Source: an optimization exercise on an open RTL-to-GDS flow (aim: small area, a short achievable clock period and few clock cycles per item). Production flows keep margins and buffers that such runs may drop. Function was checked by simulation only, so behaviour that the tests miss may differ from the original. Power and IR drop assume default switching activity.

### config.mk
export PLATFORM = sky130hd
export DESIGN_NAME = medusa_dsp
export DESIGN_NICKNAME = medusa_dsp
export VERILOG_FILES = /design/flow/design.v
export SDC_FILE = /design/flow/constraint.sdc
export NUM_CORES = 8
export LEC_CHECK = 0
export CAP_MARGIN = 20
export CORE_MARGIN = 2
export CORE_UTILIZATION = 40
export SLEW_MARGIN = 20
export SYNTH_HIERARCHICAL = 1
export TNS_END_PERCENT = 5
### constraint.sdc
create_clock -name core_clock -period 15.0 [get_ports {clk}]
set_input_delay 3.0000 -clock core_clock [delete_from_list [all_inputs] [get_ports {clk}]]
set_output_delay 3.0000 -clock core_clock [all_outputs]
set_load 0.01 [all_outputs]
### design.v
module medusa_dsp (
    input  wire        clk,
    input  wire        rst,
    input  wire        bus_req,
    input  wire        bus_we,
    input  wire [11:0] bus_addr,
    input  wire [31:0] bus_wdata,
    output wire        bus_ack,
    output wire [31:0] bus_rdata
);
    reg signed [15:0] s_reg [0:7];
    reg        [31:0] phase [0:7];
    reg        [31:0] inc   [0:7];
    reg signed [15:0] fst   [0:3];
    reg        [11:0] fcut  [0:3];
    reg signed [15:0] ebuf  [0:15];
    reg signed [15:0] rbuf  [0:15];
    reg  [4:0]  echo_dly;      
    reg  [14:0] echo_fb;       
    reg         echo_hold;
    reg  [3:0]  echo_wr;
    reg  signed [2:0] rev_shift;   
    reg  [16:0] rev_mix;       
    reg         rev_dir;
    reg  [3:0]  rev_wr;
    reg  [5:0]  rev_rd;        
    reg  [16:0] env_depth;     
    reg  [15:0] env_atk;
    reg  [15:0] env_rel;
    reg  [21:0] env_t;
    reg  [16:0] env_val;
    reg  [4:0]  cr_bits;       
    reg  [8:0]  cr_rate;       
    reg  [7:0]  cr_cnt;
    reg  signed [15:0] cr_hold;
    reg  [31:0] pt_cur;
    reg  [31:0] pt_tgt;
    reg  [16:0] pt_glide;      
    reg  [31:0] freq;
    reg         st_ill;
    reg         st_buserr;
    integer i;
    wire        aligned = (bus_addr[1:0] == 2'b00);
    wire [31:0] w       = bus_wdata;
    wire [5:0]  op      = w[31:26];
    wire [4:0]  kk      = w[12:8];
    reg legal;
    always @(*) begin
        case (op)
            6'h00: legal = (w == 32'h0000_0000);
            6'h01: legal = ((w & 32'hFFFF_E0FF) == 32'h0400_0000) && (kk < 5'd8);
            6'h02: legal = ((w & 32'hFC7F_E0FF) == 32'h0800_0000) && (kk < 5'd8);
            6'h03: legal = ((w & 32'hFC7F_E0FF) == 32'h0C00_0000) && (kk < 5'd8);
            6'h04: legal = ((w & 32'hFC7F_E0FF) == 32'h1000_0000) && (kk < 5'd8);
            6'h05: legal = ((w & 32'hFC7F_E0FF) == 32'h1400_0000) && (kk < 5'd8);
            6'h06: legal = ((w & 32'hFFFE_E0FF) == 32'h1800_0000) && (kk < 5'd8);
            6'h07: legal = (w == 32'h1C00_0000);
            6'h08: legal = ((w & 32'hFC0F_FFFF) == 32'h2000_0000);
            6'h09: legal = ((w & 32'hFC0F_FFFF) == 32'h2400_0000);
            6'h10: legal = ((w & 32'hFC0F_E0FF) == 32'h4000_0000) && (kk < 5'd4);
            6'h11: legal = ((w & 32'hFC01_FFFF) == 32'h4400_0000);
            6'h12: legal = ((w & 32'hFC0F_FFFF) == 32'h4800_0000);
            6'h13: legal = ((w & 32'hFC0F_FFFF) == 32'h4C00_0000);
            6'h14: legal = ((w & 32'hFC0E_FFFF) == 32'h5000_0000);
            6'h20: legal = ((w & 32'hFC7F_0000) == 32'h8000_0000);
            6'h21: legal = ((w & 32'hFC0F_FFFF) == 32'h8400_0000);
            6'h22: legal = ((w & 32'hFFFF_E0FF) == 32'h8800_0000) && (kk < 5'd4);
            default: legal = 1'b0;
        endcase
    end
    reg         ir_valid;
    reg         ir_cmd;                    
    reg  [9:0]  ir_a;                      
    reg  [31:0] ir;                        
    wire        ir_wait;                   
    reg         fp_valid;                  
    reg  [2:0]  fp_k;
    wire rd_s_addr = (bus_addr[11:5] == 7'b0000_001);
    wire rd_block  = ir_valid || fp_valid;
    wire acc_cmd   = (bus_addr[11:2] == 10'h005);
    reg  rd_cap;                               
    reg  [9:0]  rd_a;
    wire stall     = (ir_valid && ir_wait) ||
                     (!bus_we && aligned && (rd_block || (!rd_s_addr && !rd_cap)));
    assign bus_ack = bus_req && !stall;
    wire acc_wr    = bus_ack && aligned && bus_we;
    wire issue     = acc_wr && (!acc_cmd || (legal && (op != 6'h00)));
    wire cmd_ill   = acc_wr && acc_cmd && !legal;
    wire acc_bad   = bus_ack && !aligned;
    wire [5:0] xop = ir[31:26];
    wire [2:0] xrd = ir[25:23];
    wire [2:0] xra = ir[22:20];
    wire [2:0] xrb = ir[19:17];
    wire       xt  = ir[16];
    wire [2:0] xk8 = ir[10:8];
    wire [1:0] xk4 = ir[9:8];
    wire c_osc   = ir_cmd && (xop == 6'h01);
    wire c_shp   = ir_cmd && (xop[5:3] == 3'd0) && (xop[2:0] >= 3'd2) && (xop[2:0] <= 3'd5);
    wire c_ftoi  = ir_cmd && (xop == 6'h06);
    wire c_pstep = ir_cmd && (xop == 6'h07);
    wire c_crush = ir_cmd && (xop == 6'h08);
    wire c_srr   = ir_cmd && (xop == 6'h09);
    wire c_lpf   = ir_cmd && (xop == 6'h10);
    wire c_ring  = ir_cmd && (xop == 6'h11);
    wire c_echo  = ir_cmd && (xop == 6'h12);
    wire c_rtap  = ir_cmd && (xop == 6'h13);
    wire c_env   = ir_cmd && (xop == 6'h14);
    wire c_ldi   = ir_cmd && (xop == 6'h20);
    wire c_mov   = ir_cmd && (xop == 6'h21);
    wire c_uclr  = ir_cmd && (xop == 6'h22);
    wire x_go    = ir_valid && !ir_wait;
    wire r_wr    = x_go && !ir_cmd;
    wire r_s     = r_wr && (ir_a[9:3] == 7'b0000_001);    
    wire r_osc   = r_wr && (ir_a[9:4] == 6'b0001_00);     
    wire r_fst   = r_wr && (ir_a[9:2] == 8'h20);          
    wire r_fcut  = r_wr && (ir_a[9:2] == 8'h28);          
    wire r_dly   = r_wr && (ir_a == 10'h010);
    wire r_fb    = r_wr && (ir_a == 10'h011);
    wire r_hold  = r_wr && (ir_a == 10'h012);
    wire r_shift = r_wr && (ir_a == 10'h014);
    wire r_mix   = r_wr && (ir_a == 10'h015);
    wire r_dir   = r_wr && (ir_a == 10'h016);
    wire r_depth = r_wr && (ir_a == 10'h01C);
    wire r_atk   = r_wr && (ir_a == 10'h01D);
    wire r_rel   = r_wr && (ir_a == 10'h01E);
    wire r_bits  = r_wr && (ir_a == 10'h024);
    wire r_rate  = r_wr && (ir_a == 10'h025);
    wire r_ptcur = r_wr && (ir_a == 10'h028);
    wire r_pttgt = r_wr && (ir_a == 10'h029);
    wire r_ptgl  = r_wr && (ir_a == 10'h02A);
    wire r_freq  = r_wr && (ir_a == 10'h02B);
    wire ex_pstep = x_go && c_pstep;
    wire ex_env   = x_go && c_env;
    wire ex_uclr2 = x_go && c_uclr && (xk4 == 2'd2);
    wire        [2:0]  sa_i = xra;
    wire        [2:0]  ph_i = ir_valid ? xk8 : rd_a[3:1];
    wire signed [15:0] sa = s_reg[sa_i];
    wire        [31:0] ph = phase[ph_i];
    wire        [31:0] ic = inc[ph_i];
    wire signed [15:0] saw_v = $signed({1'b0, ph[31:17]}) - 16'sd16384;
    wire signed [15:0] sqr_v = ph[31] ? -16'sd16384 : 16'sd16383;
    wire        [13:0] tri_f = ph[29:16];
    reg  signed [15:0] tri_v;
    always @(*) begin
        case (ph[31:30])
            2'd0: tri_v = $signed({2'b00, tri_f});
            2'd1: tri_v = 16'sd16383 - $signed({2'b00, tri_f});
            2'd2: tri_v = -16'sd1 - $signed({2'b00, tri_f});
            default: tri_v = $signed({2'b00, tri_f}) - 16'sd16384;
        endcase
    end
    wire [7:0] fs_u = ph[31:24] + 8'd64;
    wire signed [15:0] fsin_v = fs_u[7] ? (16'sd16383 - $signed({1'b0, fs_u[6:0], 8'b0}))
                                        : ($signed({1'b0, fs_u[6:0], 8'b0}) - 16'sd16384);
    wire [15:0] cr_low   = (16'h0001 << (5'd16 - cr_bits)) - 16'h0001;
    wire [15:0] cr_step  = 16'h0001 << (5'd16 - cr_bits);
    wire [15:0] cr_trunc = sa & ~cr_low;
    wire signed [15:0] crush_v = (sa[15] && ((sa & cr_low) != 16'h0000)) ?
                                 $signed(cr_trunc + cr_step) : $signed(cr_trunc);
    wire        srr_cap  = (cr_cnt == 8'd0);
    wire signed [15:0] srr_v = srr_cap ? sa : cr_hold;
    wire [8:0]  srr_inc  = {1'b0, cr_cnt} + 9'd1;
    wire        srr_le   = (srr_inc <= cr_rate);
    reg         m_ok, m_run;
    reg  [3:0]  m_cnt;
    reg  [8:0]  m_rem;
    wire [7:0]  srr_cnt_n = !srr_le ? m_rem[7:0] :
                            (srr_inc == cr_rate) ? 8'd0 : srr_inc[7:0];
    wire [3:0]  echo_ri  = echo_wr - echo_dly[3:0];
    wire signed [15:0] echo_wet = ebuf[echo_ri];
    wire        echo_on  = (echo_dly != 5'd0);
    wire signed [15:0] rev_t   = rbuf[rev_rd[5:2]];
    wire [5:0]  rev_st  = 6'd1 << (rev_shift + 3'sd2);
    wire [5:0]  rev_rd_n = rev_dir ? (rev_rd - rev_st) : (rev_rd + rev_st);
    reg  [20:0] env_A, env_R;
    reg  [39:0] e_p;
    wire [22:0] env_ar  = {2'b00, env_A} + {2'b00, env_R};
    wire        e_atk   = ({1'b0, env_t} < {2'b00, env_A});
    wire        e_rel   = !e_atk && ({1'b0, env_t} < env_ar);
    wire [16:0] env_g   = e_atk ? (17'd32768 - {1'b0, e_p[15:0]}) :
                          e_rel ? (17'd32768 - env_depth + {1'b0, e_p[15:0]}) : 17'd32768;
    wire [16:0] env_gx  = xt ? 17'd32768 : env_g;
    wire [22:0] env_tn  = {1'b0, env_t} + 23'd1;
    wire [21:0] env_t_n = xt ? 22'd1 : (env_tn >= env_ar) ? 22'd0 : env_tn[21:0];
    reg  signed [15:0] x1_sv;
    always @(*) begin
        case (xop)
            6'h02:   x1_sv = saw_v;
            6'h03:   x1_sv = sqr_v;
            6'h04:   x1_sv = tri_v;
            6'h05:   x1_sv = fsin_v;
            6'h08:   x1_sv = crush_v;
            6'h09:   x1_sv = srr_v;
            6'h12:   x1_sv = echo_on ? echo_wet : sa;
            6'h20:   x1_sv = ir[15:0];
            default: x1_sv = sa;                                   
        endcase
    end
    wire x1_sw = x_go && (c_shp || c_crush || c_srr || c_echo || c_ldi || c_mov);
    localparam [2:0] M_LPF = 3'd0, M_RTAP = 3'd3;
    reg  signed [16:0] x2_mx;
    reg  signed [15:0] x2_my;
    reg                x2_y32k;                
    reg                x2_rsat;                
    reg  signed [15:0] x2_base;
    wire        [2:0]  x2_op = xop[2:0];
    wire        s_w1 = x1_sw || r_s;
    wire [2:0]  s_i1 = ir_cmd ? xrd : ir_a[2:0];
    wire [15:0] s_v1 = ir_cmd ? x1_sv : ir[15:0];
    reg         x_retry;
    wire        p_ir = ir_valid && x_retry;
    wire [5:0]  p_op = p_ir ? xop : op;
    wire [2:0]  a_ra = p_ir ? xra : w[22:20];
    wire [2:0]  a_rb = p_ir ? xrb : w[19:17];
    wire [1:0]  a_k4 = p_ir ? xk4 : w[9:8];
    wire        a_t  = p_ir ? xt  : w[16];
    wire        a_mul = (op[5:3] == 3'b010) && (op[2:0] <= 3'd4);           
    wire signed [15:0] a_sa = (s_w1 && s_i1 == a_ra) ? $signed(s_v1) : s_reg[a_ra];
    wire signed [15:0] a_sb = (s_w1 && s_i1 == a_rb) ? $signed(s_v1) : s_reg[a_rb];
    wire signed [15:0] a_fst = fst[a_k4];
    wire        [16:0] a_g   = a_t ? 17'd32768 : env_g;
    wire x_mulS = ir_valid && (c_lpf || c_ring || c_rtap || c_env);         
    reg  x3_valid;
    wire a_conf = a_mul && (
          (x_mulS && ((w[22:20] == xrd) || ((op == 6'h11) && (w[19:17] == xrd))))
       || (ir_valid && (!ir_cmd || c_uclr))
       || ((op == 6'h10) && ir_valid && c_lpf && (w[9:8] == xk4))
       || ((op == 6'h12) && ((ir_valid && c_echo) || x3_valid))
       || ((op == 6'h13) && ir_valid && c_rtap)
       || ((op == 6'h14) && ((ir_valid && c_env) || (!w[16] && !e_ok))));
    wire x_rhold = (c_echo && x3_valid) || (c_env && !xt && !e_ok);
    reg signed [16:0] mx;
    reg signed [15:0] my;
    reg signed [15:0] mbase;
    reg               my32k;
    always @(*) begin
        case (p_op[2:0])
            3'd0:    begin my32k = 1'b0;
                           mx = $signed({a_sa[15], a_sa}) - a_fst; my = $signed({4'd0, fcut[a_k4]}); mbase = a_fst; end  
            3'd1:    begin my32k = 1'b0;
                           mx = a_sa;                              my = a_sb;                         mbase = a_sa;  end  
            3'd2:    begin my32k = echo_hold;
                           mx = echo_wet;                          my = {1'b0, echo_fb};              mbase = a_sa;  end  
            3'd3:    begin my32k = rev_mix[15];
                           mx = rev_mix[15] ? $signed({rev_t[15], rev_t}) : ($signed({rev_t[15], rev_t}) - a_sa);
                           my = {1'b0, rev_mix[14:0]};                                                mbase = a_sa;  end  
            default: begin my32k = a_g[15];
                           mx = a_sa;                              my = {1'b0, a_g[14:0]};            mbase = 16'sd0; end  
        endcase
    end
    wire m_rsat = (a_sa == 16'h8000) && (a_sb == 16'h8000);
    reg  [16:0] b_yx;
    reg  [33:0] b_pp [0:8];
    reg  [17:0] b_m, b_v;
    reg  [7:0]  b_neg;
    reg         b_one, b_two;
    reg  [15:0] b_rv;
    always @(*) begin
        b_yx = {x2_my, 1'b0};
        for (i = 0; i < 8; i = i + 1) begin
            b_neg[i] = b_yx[2*i+2] & ~(b_yx[2*i+1] & b_yx[2*i]);
            b_one    = b_yx[2*i+1] ^ b_yx[2*i];
            b_two    = (b_yx[2*i+2] & ~b_yx[2*i+1] & ~b_yx[2*i]) | (~b_yx[2*i+2] & b_yx[2*i+1] & b_yx[2*i]);
            b_m      = b_one ? {x2_mx[16], x2_mx} : b_two ? {x2_mx, 1'b0} : 18'd0;
            b_v      = b_m ^ {18{b_neg[i]}};
            if (i == 0)
                b_pp[0] = {2'b11, 12'b0101_0101_0101, ~b_v[17], b_v[17], b_v[17], b_v[16:0]};
            else
                b_pp[i] = {16'd0, ~b_v[17], b_v[16:0]} << (2*i);
        end
        for (i = 1; i < 8; i = i + 1) b_pp[i][2*i-2] = b_neg[i-1];
        b_rv = x2_y32k ? x2_mx[15:0] : x2_base;
        b_pp[8] = x2_y32k ? {{3{b_rv[15]}}, b_rv, 15'd0} :
                  (x2_op == M_LPF)  ? {{6{b_rv[15]}}, b_rv, 12'd0} :
                  (x2_op == M_RTAP) ? {{3{b_rv[15]}}, b_rv, 15'd0} : 34'd0;
        b_pp[8][14] = b_pp[8][14] | b_neg[7];       
    end
    wire [33:0] c1s0 = b_pp[0] ^ b_pp[1] ^ b_pp[2];
    wire [33:0] c1c0 = {(b_pp[0][32:0] & b_pp[1][32:0]) | (b_pp[0][32:0] & b_pp[2][32:0]) | (b_pp[1][32:0] & b_pp[2][32:0]), 1'b0};
    wire [33:0] c1s1 = b_pp[3] ^ b_pp[4] ^ b_pp[5];
    wire [33:0] c1c1 = {(b_pp[3][32:0] & b_pp[4][32:0]) | (b_pp[3][32:0] & b_pp[5][32:0]) | (b_pp[4][32:0] & b_pp[5][32:0]), 1'b0};
    wire [33:0] c1s2 = b_pp[6] ^ b_pp[7] ^ b_pp[8];
    wire [33:0] c1c2 = {(b_pp[6][32:0] & b_pp[7][32:0]) | (b_pp[6][32:0] & b_pp[8][32:0]) | (b_pp[7][32:0] & b_pp[8][32:0]), 1'b0};
    wire [33:0] c2s0 = c1s0 ^ c1c0 ^ c1s1;
    wire [33:0] c2c0 = {(c1s0[32:0] & c1c0[32:0]) | (c1s0[32:0] & c1s1[32:0]) | (c1c0[32:0] & c1s1[32:0]), 1'b0};
    wire [33:0] c2s1 = c1c1 ^ c1s2 ^ c1c2;
    wire [33:0] c2c1 = {(c1c1[32:0] & c1s2[32:0]) | (c1c1[32:0] & c1c2[32:0]) | (c1s2[32:0] & c1c2[32:0]), 1'b0};
    wire [33:0] c3s0 = c2s0 ^ c2c0 ^ c2s1;
    wire [33:0] c3c0 = {(c2s0[32:0] & c2c0[32:0]) | (c2s0[32:0] & c2s1[32:0]) | (c2c0[32:0] & c2s1[32:0]), 1'b0};
    wire [33:0] c4s0 = c3s0 ^ c3c0 ^ c2c1;
    wire [33:0] c4c0 = {(c3s0[32:0] & c3c0[32:0]) | (c3s0[32:0] & c2c1[32:0]) | (c3c0[32:0] & c2c1[32:0]), 1'b0};
    wire [33:0] prod = c4s0 + c4c0;
    wire signed [15:0] x2_sv   = x2_rsat ? 16'sd32767 :
                                 (x2_op == M_LPF) ? prod[27:12] : prod[30:15];
    wire               x_mul   = x_go && (c_lpf || c_ring || c_rtap || c_env);
    reg         [3:0]  x3_wi;
    reg  signed [18:0] echo_f;
    reg  signed [15:0] x3_base;
    wire signed [18:0] echo_fg  = ((echo_f < 19'sd50) && (echo_f > -19'sd50)) ? 19'sd0 : echo_f;
    wire signed [18:0] echo_sum = x3_base + echo_fg;
    wire signed [15:0] echo_in  = (echo_sum > 19'sd32767) ? 16'sd32767 :
                                  (echo_sum < -19'sd32768) ? -16'sd32768 : echo_sum[15:0];
    reg         pn_valid, pn_run, pn_fin;
    reg  [2:0]  pn_cnt;
    reg  signed [34:0] pn_acc;
    wire signed [33:0] pt_ndc = $signed({2'b00, pt_cur}) - $signed({2'b00, pt_tgt});
    reg  signed [33:0] pt_nd;                             
    wire [16:0] pt_h  = 17'd65536 - pt_glide;
    reg  [15:0] pn_h;                                     
    wire [1:0]  pn_hb = pn_h[1:0];
    wire signed [34:0] pn_d0 = pn_fin ? {3'b000, pt_tgt} : pn_hb[0] ? {pt_nd[33], pt_nd} : 35'sd0;
    wire signed [34:0] pn_d1 = pn_hb[1] ? {pt_nd[33], pt_nd} : 35'sd0;
    wire signed [34:0] pn_s0 = pn_acc + pn_d0;
    wire signed [34:0] pn_a1 = pn_s0 >>> 1;
    wire signed [34:0] pn_s1 = pn_a1 + pn_d1;
    wire signed [34:0] pn_a2 = pn_s1 >>> 1;
    wire        pt_snap = (pn_acc < 35'sd65536) && (pn_acc > -35'sd65536);
    wire [31:0] pnext   = pt_snap ? pt_tgt : pn_s0[31:0];
    wire ev_pt = r_ptcur || r_pttgt || r_ptgl || ex_pstep;
    always @(posedge clk) begin
        if (rst || ev_pt) begin
            pn_valid <= 1'b0;
            pn_run   <= 1'b0;
            pn_fin   <= 1'b0;
        end else if (pn_fin) begin
            pn_acc   <= {3'b000, pnext};
            pn_fin   <= 1'b0;
            pn_valid <= 1'b1;
        end else if (pn_run) begin
            if (pt_h[16] || pt_h == 17'd0) begin
                pn_acc <= pt_h[16] ? {pt_nd[33], pt_nd} : 35'sd0;
                pn_run <= 1'b0;
                pn_fin <= 1'b1;
            end else begin
                pn_acc <= pn_a2;
                pn_h   <= {2'b00, pn_h[15:2]};
                pn_cnt <= pn_cnt + 3'd1;
                if (pn_cnt == 3'd7) begin
                    pn_run <= 1'b0;
                    pn_fin <= 1'b1;
                end
            end
        end else if (!pn_valid) begin
            pn_run <= 1'b1;
            pn_cnt <= 3'd0;
            pn_acc <= 35'sd0;
            pt_nd  <= pt_ndc;
            pn_h   <= pt_h[15:0];
        end
    end
    localparam [1:0] FS_NEXT = 2'd0, FS_CUR = 2'd1, FS_FREQ = 2'd2;
    reg         f_run, f_done;
    reg  [1:0]  f_src;
    reg  [2:0]  f_cnt;
    reg  [14:0] f_rem;
    reg  [31:0] f_q;
    wire [1:0]  f_need   = xt ? FS_FREQ : FS_CUR;
    wire        f_match  = (f_src == f_need);
    wire        ftoi_ok  = f_done && f_match;
    wire        ex_ftoi  = x_go && c_ftoi;
    wire        f_go     = ex_ftoi && !ftoi_ok && !(f_run && f_match);    
    wire        f_spec   = !fp_valid && pn_valid && !ev_pt &&
                           !((f_run || f_done) && (f_src == FS_NEXT)) && !(ir_valid && c_ftoi);
    wire [31:0] f_in     = f_go ? (xt ? freq : pt_cur) : pn_acc[31:0];
    wire [31:0] f_clip   = (f_in > 32'd722534400) ? 32'd722534400 : f_in;
    reg  [14:0] f_r [0:4];
    reg  [31:0] f_qq [0:4];
    reg  [15:0] f_t;
    always @(*) begin
        f_r[0]  = f_rem;
        f_qq[0] = f_q;
        for (i = 0; i < 4; i = i + 1) begin
            f_t = {f_r[i], f_qq[i][31]} - 16'd22050;
            if ({f_r[i], f_qq[i][31]} >= 16'd22050) begin
                f_r[i+1]  = f_t[14:0];
                f_qq[i+1] = {f_qq[i][30:0], 1'b1};
            end else begin
                f_r[i+1]  = {f_r[i][13:0], f_qq[i][31]};
                f_qq[i+1] = {f_qq[i][30:0], 1'b0};
            end
        end
    end
    wire f_kill = (f_src == FS_FREQ) ? r_freq :
                  (f_src == FS_CUR)  ? (r_ptcur || ex_pstep) :
                                       (r_ptcur || r_pttgt || r_ptgl);
    wire fp_put  = fp_valid && f_done;                    
    always @(posedge clk) begin
        if (rst) begin
            f_run    <= 1'b0;
            f_done   <= 1'b0;
            f_src    <= FS_NEXT;
            fp_valid <= 1'b0;
        end else begin
            if (f_run) begin
                f_rem <= f_r[4];
                f_q   <= f_qq[4];
                f_cnt <= f_cnt + 3'd1;
                if (f_cnt == 3'd7) begin
                    f_run  <= 1'b0;
                    f_done <= 1'b1;
                end
            end
            if (fp_valid) begin
                if (fp_put) begin
                    fp_valid <= 1'b0;
                    f_run    <= 1'b0;
                    f_done   <= 1'b0;
                end
            end else if (ex_ftoi && !ftoi_ok) begin
                fp_valid <= 1'b1;
                fp_k     <= xk8;
            end
            if (f_go) begin
                f_src  <= f_need;
                f_run  <= 1'b1;
                f_done <= 1'b0;
                f_cnt  <= 3'd0;
                f_rem  <= {1'b0, f_clip[29:16]};
                f_q    <= {f_clip[15:0], 16'd0};
            end else if (!fp_valid && !(ex_ftoi && !ftoi_ok)) begin
                if (ex_pstep && f_src == FS_NEXT) begin
                    f_src <= FS_CUR;        
                end else if (f_kill) begin
                    f_run  <= 1'b0;
                    f_done <= 1'b0;
                end else if (f_spec) begin
                    f_src  <= FS_NEXT;
                    f_run  <= 1'b1;
                    f_done <= 1'b0;
                    f_cnt  <= 3'd0;
                    f_rem  <= {1'b0, f_clip[29:16]};
                    f_q    <= {f_clip[15:0], 16'd0};
                end
            end
        end
    end
    localparam [2:0] E_IDLE = 3'd0, E_D20 = 3'd1, E_D20F = 3'd2, E_MUL = 3'd3,
                     E_DIVS = 3'd4, E_DIV = 3'd5;
    reg         a_ok, r_ok, e_ok, e_isr, e_ia;
    reg  [2:0]  e_st;
    reg  [3:0]  e_cnt;
    reg  [22:0] e_x3;
    wire [21:0] e_tc    = e_atk ? env_t : (env_t - {1'b0, env_A});
    wire [20:0] e_dv    = e_ia ? env_A : env_R;
    wire [15:0] e_src20 = e_isr ? env_rel : env_atk;
    reg  [18:0] e_madd;
    always @(*) begin
        case (e_p[1:0])
            2'd0:    e_madd = 19'd0;
            2'd1:    e_madd = {2'b00, env_depth};
            2'd2:    e_madd = {1'b0, env_depth, 1'b0};
            default: e_madd = e_x3[18:0];
        endcase
    end
    wire [18:0] e_ms  = {1'b0, e_p[39:22]} + e_madd;
    wire [39:0] e_mn  = {1'b0, e_ms, e_p[21:2]};
    wire [22:0] e_d1  = (e_st == E_D20) ? 23'd20 : {2'b00, e_dv};
    wire [22:0] e_d3  = (e_st == E_D20) ? 23'd60 : e_x3;
    wire [23:0] e_y   = {e_p[37:16], e_p[15:14]};
    wire [24:0] e_t1  = {1'b0, e_y} - {2'b00, e_d1};
    wire [24:0] e_t2  = {1'b0, e_y} - {1'b0, e_d1, 1'b0};
    wire [24:0] e_t3  = {1'b0, e_y} - {2'b00, e_d3};
    wire [39:0] e_dn  = !e_t3[24] ? {e_t3[23:0], e_p[13:0], 2'd3} :
                        !e_t2[24] ? {e_t2[23:0], e_p[13:0], 2'd2} :
                        !e_t1[24] ? {e_t1[23:0], e_p[13:0], 2'd1} :
                                    {e_y,        e_p[13:0], 2'd0};
    wire [21:0] e_a22 = {2'b00, e_src20, 4'b0000} + {4'b0000, e_src20, 2'b00}
                      + {5'b00000, e_src20, 1'b0} + {6'd0, e_p[15:0]};
    wire [20:0] e_anew = (e_a22 == 22'd0) ? 21'd1 : e_a22[20:0];
    wire ev_env = r_depth || r_atk || r_rel || ex_env || ex_uclr2;
    always @(posedge clk) begin
        if (rst) begin
            a_ok <= 1'b0;
            r_ok <= 1'b0;
            e_ok <= 1'b0;
            e_st <= E_IDLE;
        end else begin
            case (e_st)
                E_D20: begin
                    e_p   <= e_dn;
                    e_cnt <= e_cnt + 4'd1;
                    if (e_cnt == 4'd7) e_st <= E_D20F;
                end
                E_D20F: begin
                    if (e_isr) begin env_R <= e_anew; r_ok <= 1'b1; end
                    else       begin env_A <= e_anew; a_ok <= 1'b1; end
                    e_st <= E_IDLE;
                end
                E_MUL: begin
                    e_p   <= e_mn;
                    e_cnt <= e_cnt + 4'd1;
                    if (e_cnt == 4'd10) e_st <= E_DIVS;
                end
                E_DIVS: begin
                    e_x3  <= {1'b0, e_dv, 1'b0} + {2'b00, e_dv};
                    e_cnt <= 4'd0;
                    e_st  <= E_DIV;
                end
                E_DIV: begin
                    e_p   <= e_dn;
                    e_cnt <= e_cnt + 4'd1;
                    if (e_cnt == 4'd7) begin
                        e_ok <= 1'b1;
                        e_st <= E_IDLE;
                    end
                end
                default: begin
                    if (!e_ok) begin
                        e_cnt <= 4'd0;
                        if (!a_ok) begin
                            e_isr <= 1'b0;
                            e_p   <= {24'd0, env_atk};
                            e_st  <= E_D20;
                        end else if (!r_ok) begin
                            e_isr <= 1'b1;
                            e_p   <= {24'd0, env_rel};
                            e_st  <= E_D20;
                        end else if (e_atk || e_rel) begin
                            e_p   <= {18'd0, e_tc};
                            e_ia  <= e_atk;
                            e_x3  <= {4'd0, env_depth, 1'b0} + {5'd0, env_depth};
                            e_st  <= E_MUL;
                        end else begin
                            e_ok  <= 1'b1;
                        end
                    end
                end
            endcase
            if (r_atk) a_ok <= 1'b0;
            if (r_rel) r_ok <= 1'b0;
            if (ev_env) begin
                e_ok <= 1'b0;
                e_st <= E_IDLE;
            end
        end
    end
    wire [9:0] m_y = {m_rem, srr_inc[4'd8 - m_cnt]};
    wire [9:0] m_t = m_y - {1'b0, cr_rate};
    always @(posedge clk) begin
        if (rst || x_go) begin
            m_ok  <= 1'b0;
            m_run <= 1'b0;
        end else if (m_run) begin
            m_rem <= m_t[9] ? m_y[8:0] : m_t[8:0];
            m_cnt <= m_cnt + 4'd1;
            if (m_cnt == 4'd8) begin
                m_run <= 1'b0;
                m_ok  <= 1'b1;
            end
        end else if (ir_valid && c_srr && !srr_le && !m_ok) begin
            m_run <= 1'b1;
            m_cnt <= 4'd0;
            m_rem <= 9'd0;
        end
    end
    assign ir_wait = x_retry ||
                     (c_ftoi && fp_valid) ||
                     (c_osc && fp_valid && (xk8 == fp_k)) ||
                     (!ir_cmd && fp_valid && (ir_a[9:4] == 6'b0001_00) && ir_a[0]) ||      
                     (c_pstep && !pn_valid) ||
                     (c_env && !xt && !e_ok) ||
                     (c_srr && !srr_le && !m_ok);
    wire signed [15:0] rd_s    = s_reg[bus_addr[4:2]];
    wire        [31:0] rd_osc  = rd_a[0] ? ic : ph;
    wire signed [15:0] rd_fst  = fst[rd_a[1:0]];
    wire        [11:0] rd_fcut = fcut[rd_a[1:0]];
    wire        [31:0] rd_arr  = (rd_a[9:4] == 6'b0001_00)  ? rd_osc :
                                 (rd_a[9:2] == 8'h20)       ? {{16{rd_fst[15]}}, rd_fst} :
                                 (rd_a[9:2] == 8'h28)       ? {20'd0, rd_fcut} :
                                                              32'd0;
    reg [31:0] rd_reg;
    always @(*) begin
        case ({rd_a, 2'b00})
            12'h000: rd_reg = {30'd0, st_buserr, st_ill};
            12'h004: rd_reg = 32'h0000_0408;
            12'h008: rd_reg = 32'd16;
            12'h00C: rd_reg = 32'd16;
            12'h010: rd_reg = 32'd22050;
            12'h040: rd_reg = {27'd0, echo_dly};
            12'h044: rd_reg = {17'd0, echo_fb};
            12'h048: rd_reg = {31'd0, echo_hold};
            12'h04C: rd_reg = {28'd0, echo_wr};
            12'h050: rd_reg = {{29{rev_shift[2]}}, rev_shift};
            12'h054: rd_reg = {15'd0, rev_mix};
            12'h058: rd_reg = {31'd0, rev_dir};
            12'h05C: rd_reg = {28'd0, rev_wr};
            12'h060: rd_reg = {26'd0, rev_rd};
            12'h070: rd_reg = {15'd0, env_depth};
            12'h074: rd_reg = {16'd0, env_atk};
            12'h078: rd_reg = {16'd0, env_rel};
            12'h07C: rd_reg = {10'd0, env_t};
            12'h080: rd_reg = {15'd0, env_val};
            12'h090: rd_reg = {27'd0, cr_bits};
            12'h094: rd_reg = {23'd0, cr_rate};
            12'h098: rd_reg = {24'd0, cr_cnt};
            12'h09C: rd_reg = {{16{cr_hold[15]}}, cr_hold};
            12'h0A0: rd_reg = pt_cur;
            12'h0A4: rd_reg = pt_tgt;
            12'h0A8: rd_reg = {15'd0, pt_glide};
            12'h0AC: rd_reg = freq;
            default: rd_reg = rd_arr;
        endcase
    end
    always @(posedge clk) begin
        rd_a <= bus_addr[11:2];
        if (rst) rd_cap <= 1'b0;
        else     rd_cap <= bus_req && !bus_we && aligned && !rd_s_addr && !bus_ack;
    end
    medusa_rdout u_rdout (
        .aligned (aligned),
        .sel_s   (rd_s_addr),
        .s_val   (rd_s),
        .r_val   (rd_reg),
        .rdata   (bus_rdata)
    );
    wire [31:0] d        = ir;
    wire        d_hi0    = (d[31:16] == 16'd0);
    wire [4:0]  wr_dly   = (d > 32'd16) ? 5'd16 : d[4:0];
    wire [14:0] wr_fb    = (d > 32'd31129) ? 15'd31129 : d[14:0];
    wire [2:0]  wr_shift = ($signed(d) > 32'sd2) ? 3'sd2 : ($signed(d) < -32'sd2) ? -3'sd2 : d[2:0];
    wire [16:0] wr_q15   = (d > 32'd32768) ? 17'd32768 : d[16:0];
    wire [15:0] wr_ms    = d_hi0 ? d[15:0] : 16'hFFFF;
    wire [4:0]  wr_bits  = (d > 32'd16) ? 5'd16 : (d == 32'd0) ? 5'd1 : d[4:0];
    wire [8:0]  wr_rate  = (d > 32'd256) ? 9'd256 : (d == 32'd0) ? 9'd1 : d[8:0];
    wire [16:0] wr_glide = (d > 32'd65536) ? 17'd65536 : d[16:0];
    wire [11:0] wr_cut   = (d > 32'd4095) ? 12'd4095 : d[11:0];
    always @(posedge clk) begin
        if (rst) begin
            ir_valid <= 1'b0;
            x3_valid <= 1'b0;
            x_retry  <= 1'b0;
        end else begin
            if (issue)     ir_valid <= 1'b1;
            else if (x_go) ir_valid <= 1'b0;
            if (issue)     x_retry  <= a_conf;
            else           x_retry  <= x_retry && x_rhold;
            x3_valid <= x_go && c_echo && echo_on;
        end
    end
    always @(posedge clk) begin
        if (issue) begin
            ir     <= w;
            ir_cmd <= acc_cmd;
            ir_a   <= bus_addr[11:2];
        end
        x2_mx   <= mx;
        x2_my   <= my32k ? 16'sd0 : my;
        x2_y32k <= my32k;
        x2_rsat <= (p_op == 6'h11) && m_rsat;
        x2_base <= mbase;
        x3_wi   <= echo_wr;
        echo_f  <= prod[33:15];
        x3_base <= x2_base;
    end
    wire        [15:0] s_wd1  = rst ? 16'd0 : s_v1;
    wire        [31:0] ph_wd  = rst ? 32'd0 : r_osc ? d : (ph + ic);
    wire               ic_bus = r_osc && ir_a[0];
    wire        [31:0] ic_wd  = rst ? 32'd0 : ic_bus ? d : f_q;
    wire               ft_bus = r_fst;
    wire        [15:0] ft_wd  = rst ? 16'd0 : ft_bus ? d[15:0] : prod[27:12];
    wire        [11:0] fc_wd  = rst ? 12'd4095 : wr_cut;
    wire               eb_clr = rst || (x_go && c_uclr && (xk4 == 2'd0));
    wire        [15:0] eb_wd  = eb_clr ? 16'd0 : echo_in;
    wire               rb_clr = rst || (x_go && c_uclr && (xk4 == 2'd1));
    wire        [15:0] rb_wd  = rb_clr ? 16'd0 : sa;
    always @(posedge clk) begin
        for (i = 0; i < 8; i = i + 1) begin
            if (rst || (s_w1 && s_i1 == i))   s_reg[i] <= s_wd1;
            else if (x_mul && xrd == i)       s_reg[i] <= x2_sv;
            if (rst || (x_go && c_osc && xk8 == i) || (r_osc && !ir_a[0] && ir_a[3:1] == i))
                phase[i] <= ph_wd;
            if (rst || (fp_put && fp_k == i) || (ex_ftoi && ftoi_ok && xk8 == i) || (ic_bus && ir_a[3:1] == i))
                inc[i] <= ic_wd;
        end
        for (i = 0; i < 4; i = i + 1) begin
            if (rst || (ft_bus && ir_a[1:0] == i) || (x_go && c_lpf && xk4 == i))
                fst[i] <= ft_wd;
            if (rst || (r_fcut && ir_a[1:0] == i))
                fcut[i] <= fc_wd;
        end
        for (i = 0; i < 16; i = i + 1) begin
            if (eb_clr || (x3_valid && x3_wi == i))              ebuf[i] <= eb_wd;
            if (rb_clr || (x_go && c_rtap && rev_wr == i))       rbuf[i] <= rb_wd;
        end
    end
    always @(posedge clk) begin
        if (rst) begin
            echo_dly  <= 5'd0;
            echo_fb   <= 15'd0;
            echo_hold <= 1'b0;
            echo_wr   <= 4'd0;
            rev_shift <= 3'sd0;
            rev_mix   <= 17'd0;
            rev_dir   <= 1'b1;
            rev_wr    <= 4'd0;
            rev_rd    <= 6'd0;
            env_depth <= 17'd0;
            env_atk   <= 16'd10;
            env_rel   <= 16'd100;
            env_t     <= 22'd0;
            env_val   <= 17'd32768;
            cr_bits   <= 5'd16;
            cr_rate   <= 9'd1;
            cr_cnt    <= 8'd0;
            cr_hold   <= 16'sd0;
            pt_cur    <= 32'd0;
            pt_tgt    <= 32'd0;
            pt_glide  <= 17'd65536;
            freq      <= 32'd0;
            st_ill    <= 1'b0;
            st_buserr <= 1'b0;
        end else begin
            if (ex_pstep) pt_cur <= pn_acc[31:0];
            if (x_go && c_srr) begin
                if (srr_cap) cr_hold <= sa;
                cr_cnt <= srr_cnt_n;
            end
            if (x_go && c_echo && echo_on) echo_wr <= echo_wr + 4'd1;
            if (x_go && c_rtap) begin
                rev_wr <= rev_wr + 4'd1;
                rev_rd <= rev_rd_n;
            end
            if (ex_env) begin
                env_val <= env_gx;
                env_t   <= env_t_n;
            end
            if (x_go && c_uclr) begin
                case (xk4)
                    2'd0: begin
                        echo_wr <= 4'd0;
                    end
                    2'd1: begin
                        rev_wr <= 4'd0;
                        rev_rd <= 6'd0;
                    end
                    2'd2: begin
                        env_t   <= 22'd0;
                        env_val <= 17'd32768;
                    end
                    default: begin
                        cr_cnt  <= 8'd0;
                        cr_hold <= 16'sd0;
                    end
                endcase
            end
            if (r_dly)   echo_dly  <= wr_dly;
            if (r_fb)    echo_fb   <= wr_fb;
            if (r_hold)  echo_hold <= d[0];
            if (r_shift) rev_shift <= wr_shift;
            if (r_mix)   rev_mix   <= wr_q15;
            if (r_dir)   rev_dir   <= d[0];
            if (r_depth) env_depth <= wr_q15;
            if (r_atk)   env_atk   <= wr_ms;
            if (r_rel)   env_rel   <= wr_ms;
            if (r_bits)  cr_bits   <= wr_bits;
            if (r_rate)  cr_rate   <= wr_rate;
            if (r_ptcur) pt_cur    <= d;
            if (r_pttgt) pt_tgt    <= d;
            if (r_ptgl)  pt_glide  <= wr_glide;
            if (r_freq)  freq      <= d;
            if (cmd_ill) st_ill    <= 1'b1;
            if (acc_bad) st_buserr <= 1'b1;
        end
    end
endmodule
module medusa_rdout (
    input  wire        aligned,
    input  wire        sel_s,
    input  wire [15:0] s_val,
    input  wire [31:0] r_val,
    output wire [31:0] rdata
);
    assign rdata = !aligned ? 32'd0 : sel_s ? {{16{s_val[15]}}, s_val} : r_val;
endmodule
### flow/run.sh
#!/bin/bash
# Layout: the standard flow (standard.sh) unchanged, except that timing repair aims
# for 8 ns of setup slack beyond the constraint. Output of the flow: standard.log here,
# and each step's own log under orfs/logs/.
set -euo pipefail
bash standard.sh SETUP_SLACK_MARGIN=8 finish > standard.log 2>&1
### standard.sh
#!/bin/bash
# synth_recipe.tcl (not shown) runs the flow's synth.tcl, then flattens the netlist and writes it again
# the make line also repeats each setting of config.mk as NAME=value (left out here)
make -C /OpenROAD-flow-scripts/flow DESIGN_CONFIG=/design/flow/config.mk WORK_HOME=/design/flow/orfs CLKGATE_MAP_FILE= SYNTH_SCRIPT=/design/flow/synth_recipe.tcl "${@:-finish}"
==> results of run 1 <==
## cell families after synthesis
family          after synthesis
flops                      1987
buf+inv                    1324
xor+xnor                    576
mux                         599
compound gates             3456
simple gates               4025
fa+ha+maj                   741
## layout make-up
cell class,count,share of cell area
Timing Repair inverter,1,0.0000522
Tap cell,4140,0.0360
Sequential cell,1987,0.386
Timing Repair Buffer,678,0.0440
Clock buffer,299,0.0429
Clock inverter,119,0.00809
Inverter,527,0.0140
Multi-Input combinational cell,9401,0.468
Antenna cell,34,0.000592
## routing by layer
| layer | global-route usage | routed length (um) |
|---|---|---|
| met5 | 0 | 152 |
| met4 | 0.227 | 44100 |
| met3 | 0.0896 | 63600 |
| met2 | 0.477 | 225000 |
| met1 | 0.417 | 203000 |
## power breakdown
group / switching [uW] / internal (uW) / total (uW)
Clock: 2450 / 3140 / 5590
Sequential: 865 / 8650 / 9520
Combinational: 13200 / 7070 / 20200
Total: 16500 / 18900 / 35300
## modules after synthesis, one instance, submodules excluded
module / times used / area [um2]
medusa_rdout: 1 / 564
medusa_dsp: 1 / 124000
## repair_timing
action | CTS | global route
buffers inserted | 97 | 55
endpoints found under the setup margin | 603 | 711
cloned | 22 | 2
gates resized for setup | 509 | 169
hold endpoints to repair | 0 | 0
pin swaps | 64 | 22
## stage by stage
step | power [uW] | instances | util
after CTS | 33600 | 17100 | 0.457
final | 35300 | 17200 | 0.462
after detailed placement | 27500 | 16600 | 0.424
after global placement | 27300 | 16600 | 0.424
after global routing | 36900 | 17200 | 0.462
after floorplan | 20800 | 12700 | -
## cells in the final DEF, fill, tap and decap left out, drive strengths merged, types with 96 or more instances in the layout
cell type,netlist,routed
edfxtp,1570,1570
nand2,1359,1361
nor2,1196,1196
a21oi,825,825
o21ai,677,677
buf,116,615
ha,577,577
inv,522,531
mux2i,430,430
dfxtp,417,417
a22oi,370,370
xnor2,326,326
nand3,303,303
clkbuf,681,301
nor3,257,257
xor2,250,250
a211oi,232,232
fa,162,162
o22ai,148,148
nor2b,135,135
a221oi,129,129
nand2b,122,123
and2,109,109
mux2,95,96
## worst min-delay path by stage
stage                        from                 end  cells past startpoint
5_1_grt        x2_base[9]$_DFF_P_  x3_base[9]$_DFF_P_                      0
6_report       x2_base[9]$_DFF_P_  x3_base[9]$_DFF_P_                      0
3_5_place_dp   x2_base[9]$_DFF_P_  x3_base[9]$_DFF_P_                      0
2_1_floorplan  x2_base[1]$_DFF_P_  x3_base[1]$_DFF_P_                      0
4_1_cts        x2_base[9]$_DFF_P_  x3_base[9]$_DFF_P_                      0
3_3_place_gp   x2_base[9]$_DFF_P_  x3_base[9]$_DFF_P_                      0
==> results by group, run 1 <==
Status
  – Outcome: no timing/DRC/antenna violations

Clocking
  – CTS HTree Levels: 4
  – CTS Hold Buffers Added: 0
  – CTS tree: built
  – Clock root buffer master: clkbuf_16
  – Clk slew on worst S/H paths: 60 ps
  – CTS buffer count: about 220
  – Clk latency of the worst-skew pair: 960 ps
  – CTS Sinks: 1,987
  – CTS max path bufs: 4

Logic synthesis
  – Top cells by area, synth: edfxtp_1 38%, dfxtp_1 6.7%, ha_1 5.8%
  – Synth area leader: edfxtp_1
  – Post-synth EDFFs: 1,570
  – Adder-cell share of the synthesized area: 0.0840
  – Sequential share of the synthesized area: 0.444
  – Top cells by count, synth: 1,570 x edfxtp_1, 1,358 x nand2_1, 1,194 x nor2_1
  – Xor/xnor cell area share of the yosys netlist: 0.0405
  – Synth top area share: 0.378
  – Mux contribution to synthesized area: 0.0564
  – Syn Std Cell Area: around 120,000 um2
  – Mean Syn Cell Area: 9.83 um2
  – Ys flop type: edfxtp_1
  – Cells after Synth: between 10k and 15k
  – Synthesized flop and latch total: 1,987
  – Library cells used by synthesis: 114
  – Asr flop ratio synth: 0
  – Simple-gate portion of the synthesized area: 0.147
  – Count leader, synth: edfxtp_1
  – Compound-Gate Fraction of Synth Area: 0.187
  – Net Count, Synth: 13.5k
  – Largest family of logic cells by synthesized area: compound AO/OA/AOI/OAI gates
  – Synth warnings: 17

Worst setup path
  – Crit path capture: bus_rdata[3]
  – Critical path's most frequent cell: buf_6
  – Slowest CP cell: a221oi_1
  – FF-to-FF setup slack: 7460 ps
  – CP required: about 12,000 ps
  – CP top delay family: compound AO/OA/AOI/OAI gates
  – CP peak stage delay: slightly above 1000 ps
  – RR Endpoint: f_rem[5]$_DFFE_PN_
  – CP Cell Sequence: buf_6 > buf_6 > mux4_2 > a221oi_1 > o21ai_2 > mux2i_4 > nor2b_1 > buf_2
  – Reg2Reg Depth: 22
  – CP Buf/Inv Count: 3
  – Worst r2r src: cr_cnt[0]$_SDFF_PP0_
  – Instance count on the critical path: 8
  – Max FO, Critical Path: 47
  – Startpoint Class: flip-flop
  – Crit path from: rd_a[0]$_DFF_P_
  – Arrival time worst endpoint: roughly 5000 ps
  – Setup crit end kind: output port
  – CP Class: flip-flop to output port

Timing
  – Slew @ Worst Pin: 1300 ps
  – Min cycle time layout: 7890 ps
  – WHS: 391 ps
  – RSZ-0062 raised after global routing: yes
  – Final Hold Viols: 0
  – Worst Skew: 85.6 ps
  – Fmax: 127 MHz
  – Slew Limit Fails: 0
  – Fin crit share: 0.526
  – Slew margin rel.: 0.126
  – Endpoints failing setup: 0
  – PnR worst setup slack: 7110 ps
  – Total Neg Setup Slack: 0 ps

Placed design
  – Post-DP Area: roughly 130,000 um2
  – Routability cong.: around 1.1
  – Dpl ws: between 5000 and 6000 ps
  – HPWL Detailed: ~370 mm
  – IO Port Bufs: 80

Floorplanning
  – Die area: 317,000 um2
  – Initial Utilization: 0.401
  – Die Width: between 500 and 600 um
  – FP Rows: approximately 210
  – Die height: 563 um
  – # IOs: 81
  – CORE AREA: 311,000 um2

Final layout
  – Fin area: 144,000 um2
  – Area of the multi-input gates: 67,300 um2
  – Fill count: 29.1k
  – Final net count: about 14k
  – Register area: 55,500 um2
  – Area grow syn2layout: 15.1%
  – Fraction of final layout cells sized beyond drive strength 1: 0.134

Routing
  – Routed Antenna Nets: 0
  – Vias/cell: 6.38
  – Per-cell routed wire length: between 30 and 40 um
  – Vias: between 100k and 150k
  – Starting DRT DRC Count: 16.1k
  – DRC: 0
  – Drt total wl: about 540 mm
  – Detailed Routing Iterations Pass 1: 10

Global routing
  – Vias in the first global route: 100k
  – Initial antenna violation count: 43
  – Largest net degree at the start of global routing: 158
  – Grt ovf: 0
  – Global-route usage over all layers: 0.326
  – First-pass GRT wire length: approximately 750 mm

Run
  – Max_cap viols: 0

Power
  – VDD IR max: 0.000942 V
  – Pleak: between 0.05 and 0.06 uW
  – P per Cell Area: 246 nW/um2

Hold path
  – Hold Crit Class: flip-flop to flip-flop
Testbench counts, summed over its fixed seeds: cycles 66,281, accesses 56,468.
==> run 2, diff against run 1 <==
==> flow/run.sh (replaced) <==
#!/bin/bash
# Layout: the standard flow (standard.sh) unchanged, except that timing repair aims
# for 7.5 ns of setup slack beyond the constraint. Output of the flow: standard.log here,
# and each step's own log under orfs/logs/.
set -euo pipefail
bash standard.sh SETUP_SLACK_MARGIN=7.5 finish > standard.log 2>&1
--- a/config.mk
+++ b/config.mk
@@ -7,7 +7,9 @@
 export LEC_CHECK = 0
 export CAP_MARGIN = 20
 export CORE_MARGIN = 2
-export CORE_UTILIZATION = 40
+export CORE_UTILIZATION = 60
+export CTS_CLUSTER_DIAMETER = 70
+export CTS_CLUSTER_SIZE = 24
 export SLEW_MARGIN = 20
 export SYNTH_HIERARCHICAL = 1
 export TNS_END_PERCENT = 5
==> run 2 against run 1 <==
Highest routed layer unchanged. Sequential share of layout area is 1.5 points higher. Register-to-register slack better by 60 ps. Synthesized cell count stayed put. Critical endpoint is now bus_rdata[2].
==> results by group, run 2 <==
Clocking
  – Clk latency of the worst-skew pair: just under 900 ps
  – CTS Sinks: 1,987
  – CTS tree: built
  – CTS Hold Buffers Added: 0
  – Clock root buffer master: clkbuf_16
  – Clk slew on worst S/H paths: 90 ps
  – CTS max path bufs: 3
  – CTS HTree Levels: 4
  – CTS buffer count: 139

Logic synthesis
  – Cells after Synth: 12.7k
  – Synth top area share: 0.378
  – Synth area leader: edfxtp_1
  – Library cells used by synthesis: roughly 110
  – Top cells by area, synth: edfxtp_1 38%, dfxtp_1 6.7%, ha_1 5.8%
  – Ys flop type: edfxtp_1
  – Mux contribution to synthesized area: 0.0564
  – Top cells by count, synth: 1,570 x edfxtp_1, 1,358 x nand2_1, 1,194 x nor2_1
  – Synthesized flop and latch total: 1,987
  – Synth warnings: 17
  – Count leader, synth: edfxtp_1
  – Mean Syn Cell Area: 9.83 um2
  – Syn Std Cell Area: between 100,000 and 150,000 um2
  – Adder-cell share of the synthesized area: 0.0840
  – Compound-Gate Fraction of Synth Area: 0.187
  – Asr flop ratio synth: 0
  – Post-synth EDFFs: 1,570
  – Net Count, Synth: 13.5k
  – Simple-gate portion of the synthesized area: 0.147
  – Xor/xnor cell area share of the yosys netlist: 0.0405
  – Sequential share of the synthesized area: 0.444
  – Largest family of logic cells by synthesized area: compound AO/OA/AOI/OAI gates

Global routing
  – Met1 Resource Use GR: 0.595
  – Global-route usage over all layers: 0.471
  – Met2 GRT Util: 0.671
  – Grt ovf: 0
  – First-pass GRT wire length: between 700 and 800 mm
  – Busiest grt layer: met2
  – Vias in the first global route: between 100k and 150k
  – Routing usage on met3: 0.182
  – Initial antenna violation count: 42
  – Largest net degree at the start of global routing: between 90 and 100

Worst setup path
  – Arrival time worst endpoint: roughly 4800 ps
  – CP required: between 10,000 and 15,000 ps
  – Setup crit end kind: output port
  – Max FO, Critical Path: 13
  – Startpoint Class: flip-flop
  – Reg2Reg Depth: 23
  – CP Class: flip-flop to output port

Floorplanning
  – Initial Utilization: 0.603
  – FP Rows: 167
  – Die Width: approximately 460 um
  – Die height: ~460 um
  – # IOs: 81
  – CORE AREA: 207,000 um2
  – Die area: ~210,000 um2

Timing
  – Slew Limit Fails: 0
  – RSZ-0062 raised after global routing: yes
  – Min cycle time layout: 7790 ps
  – Slew margin rel.: 0.147
  – Fin crit share: 0.519
  – Slew @ Worst Pin: 1280 ps
  – Fmax: 128 MHz
  – Worst Skew: 63.8 ps
  – Endpoints failing setup: 0
  – Final Hold Viols: 0
  – Total Neg Setup Slack: 0 ps

Final layout
  – Fraction of final layout cells sized beyond drive strength 1: 0.115
  – Register area: 55,500 um2
  – Final net count: between 10k and 15k
  – Commonest non-fill, non-tap cell in the layout: edfxtp_1
  – Commonest cells after routing, fill and taps aside: 1,570 x edfxtp_1, 1,351 x nand2_1, 1,148 x nor2_1
  – Fin area: 138,000 um2
  – Fill count: between 15k and 20k
  – Area grow syn2layout: 10.7%
  – Area of the multi-input gates: 66,800 um2

Routing
  – DRC: 0
  – Vias: 112k
  – Routed Antenna Nets: 0
  – Drt total wl: 514 mm
  – Detailed Routing Iterations Pass 1: 14
  – Starting DRT DRC Count: ~18k
  – Vias/cell: approximately 7.2
  – Per-cell routed wire length: 33.0 um

Run
  – Max_cap viols: 0

Power
  – Pleak: around 0.052 uW
  – P per Cell Area: between 200 and 250 nW/um2
  – VDD IR max: 0.000902 V

Placed design
  – Post-DP Area: 130,000 um2
  – HPWL Detailed: 359 mm
  – Routability cong.: 1.11
  – IO Port Bufs: 80

Hold path
  – Hold Crit Class: flip-flop to flip-flop
  – Hold Crit Depth: 2

Status
  – Outcome: no timing/DRC/antenna violations
==> run 2: area by class of cell <==
| type | instances | area share |
|---|---|---|
| Antenna cell | 45 | 0.000815 |
| Tap cell | 2788 | 0.0252 |
| Inverter | 527 | 0.0145 |
| Timing Repair Buffer | 581 | 0.0391 |
| Multi-Input combinational cell | 9401 | 0.484 |
| Sequential cell | 1987 | 0.402 |
| Clock buffer | 148 | 0.0256 |
| Clock inverter | 89 | 0.00931 |
==> run 2: cells by family (layout without fill, tap and decap cells) <==
logic type,after synthesis,after routing
adders and majority gates,741,741
buffers and inverters,1324,1345
DFF,1987,1987
muxes,599,600
AOI/OAI and AO/OA,3456,3456
other,0,45
and+or+nand+nor,4025,4028
xor gates and xnor gates,576,576
==> run 2: timing repair <==
action / CTS / global route
gates cloned: 21 / 4
pin swaps: 31 / 32
gates resized for setup: 397 / 190
hold endpoints to repair: 0 / 0
buffers inserted: 50 / 26
endpoints found under the setup margin: 262 / 319
==> run 2: critical path, stage by stage (launching register included) <==
cell and delay [ps]:
edfxtp_1 530, buf_12 240, mux2i_4 120, buf_16 200
buf_4 190, nor2_2 280, buf_4 290, a22oi_1 90
o22ai_1 210, o22a_1 260, mux2i_4 130, a21oi_2 350
a211o_1 430, mux2i_4 150, nor2b_1 150, dlygate4sd2_1 280
==> run 2: worst paths after layout <==
check                          start  slack [ps]                       to
max                  ir[8]$_DFFE_PP_        7210             bus_rdata[2]
min          echo_fb[1]$_SDFFE_PP0P_         480  echo_fb[1]$_SDFFE_PP0P_
max reg2reg         ir[28]$_DFFE_PP_        7520    s_reg[0][8]$_DFFE_PP_
min reg2reg  echo_fb[1]$_SDFFE_PP0P_         480  echo_fb[1]$_SDFFE_PP0P_
==> run 2: modules after synthesis, one instance, submodules excluded <==
module        copies in the design  cell area, um2  flip-flops and latches
medusa_dsp                       1          124000                    1987
medusa_rdout                     1             564                       0
==> run 2: where the power goes <==
| group | switching [uW] | internal [uW] | total, uW |
|---|---|---|---|
| clock | 2240 | 1930 | 4170 |
| combinational | 12700 | 6710 | 19400 |
| sequential | 1140 | 8640 | 9780 |
==> run 2: routing by layer <==
| layer | routed length [um] | up-vias |
|---|---|---|
| met5 | 425 | - |
| met4 | 42000 | 32 |
| met3 | 79100 | 2139 |
| met2 | 212000 | 8953 |
| met1 | 181000 | 53800 |
| li1 | - | 47100 |
==> run 2: through the flow <==
stage | cells | hold WS, ps | util | total power (uW) | setup slack [ps]
final | 15600 | 479 | 0.667 | 33400 | 7210
after CTS | 15500 | 472 | 0.661 | 31700 | 7300
after detailed placement | 15200 | 463 | 0.628 | 27300 | 5530
after global placement | 15200 | 456 | 0.628 | 26700 | 5650
after global routing | 15500 | 490 | 0.667 | 34800 | 7320
after floorplan | 12700 | 344 | - | 20800 | 7240

## port drivers added, routing unchanged
Ports are ideal in the flow. The routed layouts listed here were re-timed in OpenROAD. Step 1 assumes that a clkbuf_16 drives the clock port and a buf_2 every other input. Step 2, shift: input delay + t, output delay - t, t = (earliest + latest rising clock arrival at the registers) / 2. This alone moves slack from input paths to output paths. Slacks: no drivers / after step 1 / after step 2; pairs: no drivers / after step 1.
| run | shift t [ns] | setup slack, ns | hold slack, ns | worst setup path at the end | pins driven straight from the clock port |
|---|---|---|---|---|---|
| run 1 | 1.042 | 7.108 / 6.988 / 6.680 | 0.391 / 0.391 / 0.391 | input to register | 1 |
| run 2 | 0.955 | 7.213 / 7.114 / 6.984 | 0.479 / 0.479 / 0.479 | input to register | 1 |
After both steps every run listed still meets setup and hold. For run 1, which loses most, drivers alone change the setup slack by -0.120 ns; drivers and shift together by -0.428 ns.
